This design comes from an exercise in tuning for small area, a short achievable clock period and few clock cycles per item on the open sky130 flow, not from production work.
Function was checked by simulation only, so behaviour that the tests miss may differ from the original.
Power and IR drop assume default switching activity.

==> flow/config.mk <==
export PLATFORM = sky130hd
export DESIGN_NAME = mac_unit
export DESIGN_NICKNAME = mac_unit
export VERILOG_FILES = /design/flow/design.v
export SDC_FILE = /design/flow/constraint.sdc
export NUM_CORES = 4
export LEC_CHECK = 0
export CAP_MARGIN = 20
export CORE_MARGIN = 2
export CORE_UTILIZATION = 25
export PLACE_DENSITY = 0.4
export SLEW_MARGIN = 20
==> flow/constraint.sdc <==
create_clock -name core_clock -period 10.0 [get_ports {clk}]
set_input_delay 2.0000 -clock core_clock [delete_from_list [all_inputs] [get_ports {clk}]]
set_output_delay 2.0000 -clock core_clock [all_outputs]
set_load 0.01 [all_outputs]
==> flow/design.v <==
module mac_unit (
    input  wire        clk,
    input  wire        rst,          
    input  wire        cmd_valid,
    output wire        cmd_ready,
    input  wire [2:0]  cmd_op,
    input  wire [31:0] cmd_data,
    input  wire [1:0]  cmd_len,      
    input  wire [79:0] cmd_tag,      
    output reg         rsp_valid,
    output reg         rsp_ok,
    output reg  [79:0] rsp_tag,
    output reg  [1:0]  mac_st,
    output reg  [3:0]  err
);
    localparam OP_KEY    = 3'd0;
    localparam OP_NEW    = 3'd1;
    localparam OP_UPDATE = 3'd2;
    localparam OP_FINAL  = 3'd3;
    localparam OP_VERIFY = 3'd4;
    localparam OP_ABORT  = 3'd5;
    localparam ST_NONE   = 2'd0;
    localparam ST_ACTIVE = 2'd1;
    localparam ST_FINAL  = 2'd2;
    localparam E_MISMATCH = 4'd4;
    localparam E_AFTERFIN = 4'd7;
    localparam E_ILLEGAL  = 4'd8;
    localparam E_SEQUENCE = 4'd9;
    localparam S_IDLE  = 2'd0;
    localparam S_LOAD  = 2'd1;
    localparam S_ROUND = 2'd2;
    localparam S_ADD   = 2'd3;
    localparam PH_IPAD = 3'd0;    
    localparam PH_MSG  = 3'd1;    
    localparam PH_FIN1 = 3'd2;    
    localparam PH_FIN2 = 3'd3;    
    localparam PH_OPAD = 3'd4;    
    localparam PH_OUT  = 3'd5;    
    localparam SRC_BLK  = 2'd0;
    localparam SRC_IPAD = 2'd1;
    localparam SRC_OPAD = 2'd2;
    localparam SRC_OUT  = 2'd3;
    localparam [255:0] H_INIT = {
        32'h6a09e667, 32'hbb67ae85, 32'h3c6ef372, 32'ha54ff53a,
        32'h510e527f, 32'h9b05688c, 32'h1f83d9ab, 32'h5be0cd19};
    reg [383:0] keys;           
    reg [3:0]   key_cnt;        
    wire        keys_valid = (key_cnt == 4'd12);
    wire [127:0] iv = keys[383:256];
    wire [255:0] mk = keys[255:0];
    reg [1:0]   state;
    reg [2:0]   phase;
    reg [1:0]   src;
    reg         is_verify;      
    reg [79:0]  exp_tag;
    reg [511:0] blk;            
    reg [6:0]   bcnt;           
    reg [23:0]  carry;          
    reg [1:0]   carry_n;
    reg [31:0]  msglen;         
    reg [255:0] hs;             
    reg [255:0] inner;          
    reg [31:0]  a, b, c, d, e, f, g, h;
    reg [31:0]  w [0:15];
    reg [5:0]   t;
    reg [31:0] kt;
    always @(*) begin
        case (t)
            6'd0:  kt = 32'h428a2f98; 6'd1:  kt = 32'h71374491;
            6'd2:  kt = 32'hb5c0fbcf; 6'd3:  kt = 32'he9b5dba5;
            6'd4:  kt = 32'h3956c25b; 6'd5:  kt = 32'h59f111f1;
            6'd6:  kt = 32'h923f82a4; 6'd7:  kt = 32'hab1c5ed5;
            6'd8:  kt = 32'hd807aa98; 6'd9:  kt = 32'h12835b01;
            6'd10: kt = 32'h243185be; 6'd11: kt = 32'h550c7dc3;
            6'd12: kt = 32'h72be5d74; 6'd13: kt = 32'h80deb1fe;
            6'd14: kt = 32'h9bdc06a7; 6'd15: kt = 32'hc19bf174;
            6'd16: kt = 32'he49b69c1; 6'd17: kt = 32'hefbe4786;
            6'd18: kt = 32'h0fc19dc6; 6'd19: kt = 32'h240ca1cc;
            6'd20: kt = 32'h2de92c6f; 6'd21: kt = 32'h4a7484aa;
            6'd22: kt = 32'h5cb0a9dc; 6'd23: kt = 32'h76f988da;
            6'd24: kt = 32'h983e5152; 6'd25: kt = 32'ha831c66d;
            6'd26: kt = 32'hb00327c8; 6'd27: kt = 32'hbf597fc7;
            6'd28: kt = 32'hc6e00bf3; 6'd29: kt = 32'hd5a79147;
            6'd30: kt = 32'h06ca6351; 6'd31: kt = 32'h14292967;
            6'd32: kt = 32'h27b70a85; 6'd33: kt = 32'h2e1b2138;
            6'd34: kt = 32'h4d2c6dfc; 6'd35: kt = 32'h53380d13;
            6'd36: kt = 32'h650a7354; 6'd37: kt = 32'h766a0abb;
            6'd38: kt = 32'h81c2c92e; 6'd39: kt = 32'h92722c85;
            6'd40: kt = 32'ha2bfe8a1; 6'd41: kt = 32'ha81a664b;
            6'd42: kt = 32'hc24b8b70; 6'd43: kt = 32'hc76c51a3;
            6'd44: kt = 32'hd192e819; 6'd45: kt = 32'hd6990624;
            6'd46: kt = 32'hf40e3585; 6'd47: kt = 32'h106aa070;
            6'd48: kt = 32'h19a4c116; 6'd49: kt = 32'h1e376c08;
            6'd50: kt = 32'h2748774c; 6'd51: kt = 32'h34b0bcb5;
            6'd52: kt = 32'h391c0cb3; 6'd53: kt = 32'h4ed8aa4a;
            6'd54: kt = 32'h5b9cca4f; 6'd55: kt = 32'h682e6ff3;
            6'd56: kt = 32'h748f82ee; 6'd57: kt = 32'h78a5636f;
            6'd58: kt = 32'h84c87814; 6'd59: kt = 32'h8cc70208;
            6'd60: kt = 32'h90befffa; 6'd61: kt = 32'ha4506ceb;
            6'd62: kt = 32'hbef9a3f7; default: kt = 32'hc67178f2;
        endcase
    end
    integer i;
    assign cmd_ready = (state == S_IDLE);
    wire accept = cmd_valid && cmd_ready;
    wire [63:0] bitlen = ({32'd0, msglen} + 64'd64) << 3;
    reg [511:0] src_blk;
    always @(*) begin
        case (src)
            SRC_BLK:  src_blk = blk;
            SRC_IPAD: src_blk = {mk ^ {32{8'h36}}, {32{8'h36}}};
            SRC_OPAD: src_blk = {mk ^ {32{8'h5c}}, {32{8'h5c}}};
            default:  src_blk = {inner, 8'h80, 184'd0, 64'd768};
        endcase
    end
    wire [31:0] s1  = {e[5:0], e[31:6]} ^ {e[10:0], e[31:11]} ^ {e[24:0], e[31:25]};
    wire [31:0] ch  = (e & f) ^ (~e & g);
    wire [31:0] t1  = h + s1 + ch + kt + w[0];
    wire [31:0] s0  = {a[1:0], a[31:2]} ^ {a[12:0], a[31:13]} ^ {a[21:0], a[31:22]};
    wire [31:0] maj = (a & b) ^ (a & c) ^ (b & c);
    wire [31:0] t2  = s0 + maj;
    wire [31:0] ws0 = {w[1][6:0], w[1][31:7]} ^ {w[1][17:0], w[1][31:18]} ^ (w[1] >> 3);
    wire [31:0] ws1 = {w[14][16:0], w[14][31:17]} ^ {w[14][18:0], w[14][31:19]} ^ (w[14] >> 10);
    wire [31:0] w_next = w[0] + ws0 + w[9] + ws1;
    wire [255:0] h_sum = {hs[255:224] + a, hs[223:192] + b, hs[191:160] + c, hs[159:128] + d,
                          hs[127:96]  + e, hs[95:64]    + f, hs[63:32]    + g, hs[31:0]     + h};
    wire [2:0]  upd_n   = {1'b0, cmd_len} + 3'd1;
    wire [7:0]  upd_end = {1'b0, bcnt} + {5'd0, upd_n};
    reg [511:0] blk_upd;
    reg [23:0]  carry_upd;
    integer     pos;
    always @(*) begin
        blk_upd   = blk;
        carry_upd = 24'd0;
        for (i = 0; i < 4; i = i + 1) begin
            pos = bcnt + i;
            if (i < upd_n) begin
                if (pos < 64)
                    blk_upd[511 - 8*pos -: 8] = cmd_data[31 - 8*i -: 8];
                else
                    carry_upd[23 - 8*(pos - 64) -: 8] = cmd_data[31 - 8*i -: 8];
            end
        end
    end
    reg [511:0] blk_pad;
    always @(*) begin
        blk_pad = blk;
        blk_pad[511 - 8*bcnt -: 8] = 8'h80;
        if (bcnt <= 7'd55)
            blk_pad[63:0] = bitlen;
    end
    always @(posedge clk) begin
        if (rst) begin
            state     <= S_IDLE;
            key_cnt   <= 4'd0;
            mac_st    <= ST_NONE;
            err       <= 4'd0;
            rsp_valid <= 1'b0;
            rsp_ok    <= 1'b0;
            rsp_tag   <= 80'd0;
        end else begin
            rsp_valid <= 1'b0;
            rsp_ok    <= 1'b0;
            rsp_tag   <= 80'd0;
            case (state)
            S_IDLE: if (accept) begin
                if (cmd_op == OP_ABORT) begin
                    err     <= 4'd0;
                    mac_st  <= ST_NONE;
                    key_cnt <= 4'd0;
                end else if (err != 4'd0) begin
                    if (cmd_op == OP_FINAL || cmd_op == OP_VERIFY)
                        rsp_valid <= 1'b1;
                end else begin
                    case (cmd_op)
                    OP_KEY: begin
                        keys    <= {keys[351:0], cmd_data};
                        if (key_cnt != 4'd12)
                            key_cnt <= key_cnt + 4'd1;
                        mac_st  <= ST_NONE;
                    end
                    OP_NEW: begin
                        if (!keys_valid) begin
                            err <= E_SEQUENCE;
                        end else begin
                            mac_st <= ST_ACTIVE;
                            blk    <= {iv, 384'd0};
                            bcnt   <= 7'd16;
                            msglen <= 32'd16;
                            hs     <= H_INIT;
                            src    <= SRC_IPAD;
                            phase  <= PH_IPAD;
                            state  <= S_LOAD;
                        end
                    end
                    OP_UPDATE: begin
                        if (mac_st == ST_NONE) begin
                            err <= E_SEQUENCE;
                        end else if (mac_st == ST_FINAL) begin
                            err <= E_AFTERFIN;
                        end else begin
                            blk     <= blk_upd;
                            msglen  <= msglen + {29'd0, upd_n};
                            if (upd_end >= 8'd64) begin
                                bcnt    <= 7'd64;
                                carry   <= carry_upd;
                                carry_n <= upd_end[1:0];
                                src     <= SRC_BLK;
                                phase   <= PH_MSG;
                                state   <= S_LOAD;
                            end else begin
                                bcnt <= upd_end[6:0];
                            end
                        end
                    end
                    OP_FINAL, OP_VERIFY: begin
                        if (mac_st == ST_NONE) begin
                            err       <= E_SEQUENCE;
                            rsp_valid <= 1'b1;
                        end else if (mac_st == ST_FINAL) begin
                            err       <= E_AFTERFIN;
                            rsp_valid <= 1'b1;
                        end else begin
                            is_verify <= (cmd_op == OP_VERIFY);
                            exp_tag   <= cmd_tag;
                            blk       <= blk_pad;
                            src       <= SRC_BLK;
                            phase     <= (bcnt <= 7'd55) ? PH_FIN2 : PH_FIN1;
                            state     <= S_LOAD;
                        end
                    end
                    default: err <= E_ILLEGAL;
                    endcase
                end
            end
            S_LOAD: begin
                {a, b, c, d, e, f, g, h} <= hs;
                for (i = 0; i < 16; i = i + 1)
                    w[i] <= src_blk[511 - 32*i -: 32];
                t     <= 6'd0;
                state <= S_ROUND;
            end
            S_ROUND: begin
                h <= g;
                g <= f;
                f <= e;
                e <= d + t1;
                d <= c;
                c <= b;
                b <= a;
                a <= t1 + t2;
                for (i = 0; i < 15; i = i + 1)
                    w[i] <= w[i+1];
                w[15] <= w_next;
                t <= t + 6'd1;
                if (t == 6'd63)
                    state <= S_ADD;
            end
            S_ADD: begin
                hs <= h_sum;
                case (phase)
                PH_IPAD: state <= S_IDLE;
                PH_MSG: begin
                    blk   <= {carry, 488'd0};
                    bcnt  <= {5'd0, carry_n};
                    state <= S_IDLE;
                end
                PH_FIN1: begin
                    blk   <= {448'd0, bitlen};
                    phase <= PH_FIN2;
                    state <= S_LOAD;
                end
                PH_FIN2: begin
                    inner <= h_sum;
                    hs    <= H_INIT;
                    src   <= SRC_OPAD;
                    phase <= PH_OPAD;
                    state <= S_LOAD;
                end
                PH_OPAD: begin
                    src   <= SRC_OUT;
                    phase <= PH_OUT;
                    state <= S_LOAD;
                end
                default: begin
                    rsp_valid <= 1'b1;
                    state     <= S_IDLE;
                    if (is_verify) begin
                        if (h_sum[255:176] == exp_tag) begin
                            rsp_ok <= 1'b1;
                            mac_st <= ST_FINAL;
                        end else begin
                            err <= E_MISMATCH;
                        end
                    end else begin
                        rsp_ok  <= 1'b1;
                        rsp_tag <= h_sum[255:176];
                        mac_st  <= ST_FINAL;
                    end
                end
                endcase
            end
            endcase
        end
    end
endmodule
==> flow/run.sh <==
#!/bin/bash
# synth_recipe.tcl (not shown) runs the flow's synth.tcl, then flattens the netlist and writes it again
# the make line also repeats each setting of config.mk as NAME=value (left out here)
make -C /OpenROAD-flow-scripts/flow DESIGN_CONFIG=/design/flow/config.mk WORK_HOME=/design/flow/orfs CLKGATE_MAP_FILE= SYNTH_SCRIPT=/design/flow/synth_recipe.tcl finish
==> summary.txt <==
## how the worst max path moves through the flow
| stage | startpoint | end | slack (ns) | depth (start not counted) |
|---|---|---|---|---|
| floorplan | rst | kt[18] | -6.57 | 11 |
| global placement | e[26] | a[31] | 0.66 | 34 |
| detailed placement | e[26] | a[31] | 0.91 | 34 |
| CTS | e[26] | a[31] | 0.87 | 34 |
| global route | e[26] | a[31] | 0.44 | 34 |
| finish | e[26] | a[31] | 0.95 | 34 |
## worst max-delay path: cells and delay by family (launching register included)
| family | cells | cell delay, ns |
|---|---|---|
| and+or+nand+nor | 3 | 0.82 |
| adders and majority gates | 7 | 2.96 |
| xor gates and xnor gates | 4 | 1.03 |
| AOI/OAI and AO/OA | 15 | 3.25 |
| buffers and inverters | 5 | 0.29 |
| DFF | 1 | 0.41 |
## cell type report
| type | instances | area, um^2 | share of cell area (%) |
|---|---|---|---|
| multi-input combinational | 11800 | 77800 | 43.6 |
| sequential | 2459 | 72600 | 40.7 |
| tap | 8293 | 10400 | 5.82 |
| clock buffer | 389 | 8120 | 4.56 |
| timing repair buffer | 682 | 5900 | 3.31 |
| inverter | 467 | 1770 | 0.990 |
| clock inverter | 160 | 1590 | 0.890 |
| antenna | 63 | 158 | 0.0884 |
## cell usage after synthesis, drive strengths merged (60+ instances only)
library cell  number  area, um^2
clkbuf           961        3610
o21ai           1270        6360
or3               72         450
a31oi            189        1180
nor3             185         976
a211oi           176        1330
a21o             165        1240
xnor2            514        4510
and2             127         795
mux2i            767        7680
nor2b             67         419
fa               200        4000
edfxtp          2333       70100
and3              89         557
o22ai            188        1180
a22oi            282        2120
o211ai           215        1610
nand2           1963        7370
xor2             243        2140
dfxtp            126        2520
mux2             332        3740
nand4             78         488
a21oi           1337        6710
inv              463        1740
nand2b           157         982
a222oi            60         601
nor2            1414        5380
nor4              90         891
nand3            395        1980
buf              168         783
ha               485        6070
## cell families (layout without fill, tap and decap cells)
family	after synthesis	count (layout)	share of synthesized area, %
and+or+nand+nor	4815	4815	13.9
xor gates and xnor gates	759	759	4.31
other	0	63	0
muxes	1100	1100	7.35
DFF	2459	2459	46.7
adders and majority gates	687	687	6.49
buffers and inverters	1596	1698	3.95
AOI/OAI and AO/OA	4418	4418	17.3
## metal layers
layer	vias up	track usage (%)	wire [um]
met5	-	0	154
met4	24	13.0	51000
met3	1800	5.73	80000
met2	7715	38.9	363000
met1	69100	35.5	359000
li1	57900	-	-
## power breakdown
group,internal [mW],switching [mW]
Sequential,11.4,0.211
Clock,6.35,5.09
Combinational,3.36,5.56
## flip-flops by register name (all words and copies together) (netlist names), 32 cells and up
name	count
d	32
h	32
inner	256
blk	512
c	32
keys	384
g	32
f	32
exp_tag	80
kt	32
e	32
hs	256
msglen	32
w	512
rsp_tag	80
a	32
b	32
## cells in the final DEF, fill, tap and decap left out, drive strengths merged, types with 72 or more instances in the layout
| cell | count |
|---|---|
| buf | 506 |
| ha | 485 |
| mux2 | 332 |
| and3 | 89 |
| nand4 | 78 |
| a21o | 165 |
| clkdlybuf4s50 | 176 |
| xor2 | 243 |
| nand3 | 395 |
| edfxtp | 2333 |
| a22oi | 282 |
| mux2i | 767 |
| clkbuf | 389 |
| fa | 200 |
| o211ai | 215 |
| a21oi | 1337 |
| xnor2 | 514 |
| or3 | 72 |
| nor2 | 1414 |
| a31oi | 189 |
| dfxtp | 126 |
| and2 | 127 |
| a211oi | 176 |
| o22ai | 188 |
| inv | 475 |
| nand2b | 157 |
| nor4 | 90 |
| clkinv | 117 |
| nor3 | 185 |
| nand2 | 1963 |
| o21ai | 1270 |
==> flow_metrics.env <==
export IMPL_status="finished clean"
export IMPL_cts_tree="built"
export IMPL_die_area_um2=629000
export IMPL_wl_per_cell_um=35.2
export IMPL_max_vdd_ir_drop_mv=0.163
export IMPL_hold_class="register to register"
export IMPL_instances_no_fill=24300
export IMPL_dp_cells=23700
export IMPL_synth_cells=15800
export IMPL_syn_cell_area_um2=156000
export IMPL_clockBufferDepth=4
export IMPL_yosysWarnings=2
export IMPL_drc=0
export IMPL_place_hpwl_um=604000
export IMPL_seq_area_frac_synth_pct=46.7
export IMPL_grt_pass1_vias=127000
export IMPL_max_stage_delay_ns=0.54
export IMPL_p_leak_nw=60.8
export IMPL_grt_antenna_before_repair=92
export IMPL_ys_flop_type="edfxtp_1"
export IMPL_finalHoldViolations=0
export IMPL_numCtsBuffers=305
export IMPL_firstDrtPassIters=8
export IMPL_startpoint_type="register"
export IMPL_maxCapViolations=0
export IMPL_viasPerCell=5.62
export IMPL_r2r_slack_ns=0.95
export IMPL_drtIter0Drc=19000
export IMPL_grt_max_degree=133
export IMPL_endpoint_kind="register"
export IMPL_boundaryPins=209
export IMPL_postLayoutCoreUtil_pct=28.8
export IMPL_fin_area_um2=178000
export IMPL_groute_usage_overall_pct=26.1
export IMPL_dr_total_vias=137000
export IMPL_avgSynthCellArea_um2=9.83
export IMPL_htree_num_levels=5
export IMPL_worst_slew_pin_slew_ns=1.34
export IMPL_powerDensity_nw_per_um2=180
export IMPL_drive_gt1_share_pct=9.84
export IMPL_fin_ws_ns=0.952
export IMPL_r2r_end="a[31]"
export IMPL_relSlewSlack_pct=10.4
export IMPL_cts_root_buffer="clkbuf_16"
export IMPL_cts_resized=0
export IMPL_arrival_ns=9.73
export IMPL_crit_type="register to register"
export IMPL_synth_edff_count=2333
export IMPL_postCtsHoldBufs=0
export IMPL_finalWirelength_um=854000
export IMPL_rows=289
export IMPL_whs_ns=0.427
export IMPL_slew_violations=0
export IMPL_reg2reg_depth=34
export IMPL_grt_first_pass_wirelength_um=1140000
export IMPL_nFillCells=65400
export IMPL_synth_net_count=16600
export IMPL_place_port_buffers=208
export IMPL_hold_start="keys[215]"
export IMPL_place_ws_ns=0.915
export IMPL_rsz0062_at_grt="false"
export IMPL_place_congestion=0.948
export IMPL_start_util_pct=25.1
export IMPL_clock_insertion_delay_worst_skew_ns=1.03
export IMPL_async_reset_ff_share_pct=0
export IMPL_clkTransAtPathRegs_ns=0.06
export IMPL_min_period_over_period_pct=90.5
export IMPL_antenna_left=0
export IMPL_core_um2=620000
export IMPL_overflow=0
export IMPL_placed_area_um2=168000
export IMPL_ys_ff_latch=2459
export IMPL_die_w_um=793
export IMPL_cts_setup_buffers=0
export IMPL_syn_to_final_growth_pct=14.6
export IMPL_max_freq_mhz=111
export IMPL_synth_cell_types=108
export IMPL_whs_path_depth=0
export IMPL_cp_max_fo=4
export IMPL_period_minus_slack_ns=9.05
export IMPL_worst_path_max_delay_cell="a2111oi_0"
export IMPL_required_ns=10.68
export IMPL_finalSetupViolCount=0
export IMPL_power_mw=32.0
export IMPL_setup_tns_ns=0
export IMPL_cts_sinks=2459
export IMPL_finClkSkew_ns=0.0658
export IMPL_die_height_um=793
export IMPL_hold_end="keys[247]"
export IMPL_finalNetCount=16500
export IMPL_r2r_start="e[26]"
Testbench counts, summed over its fixed seeds: cycles 71,883, bytes 38,480.

[static timing again, ports no longer ideal]
The results above use ideal ports. As a check the final layout listed here was re-extracted and re-timed, cells and wires unchanged. Step 1 (the two cells are an assumption about what drives the block):
set clk [get_ports {clk}]
set_driving_cell -lib_cell sky130_fd_sc_hd__clkbuf_16 $clk
set_driving_cell -lib_cell sky130_fd_sc_hd__buf_2 [delete_from_list [all_inputs] $clk]
Step 2 also shifts input and output timing later by t, the mid clock arrival at the registers, as if the neighbouring blocks saw the same clock. Slacks: ideal / step 1 / step 2; pairs: ideal / step 1.
t (ns): 1.130
setup WS [ns]: 0.952 / 0.952 / 0.952
worst setup path after step 2: register to register
worst data-port slew with drivers (ns): 0.14
After both steps setup and hold are still met in this run. The setup slack of this run moves by 0.000 ns with the drivers and by 0.000 ns with both steps.
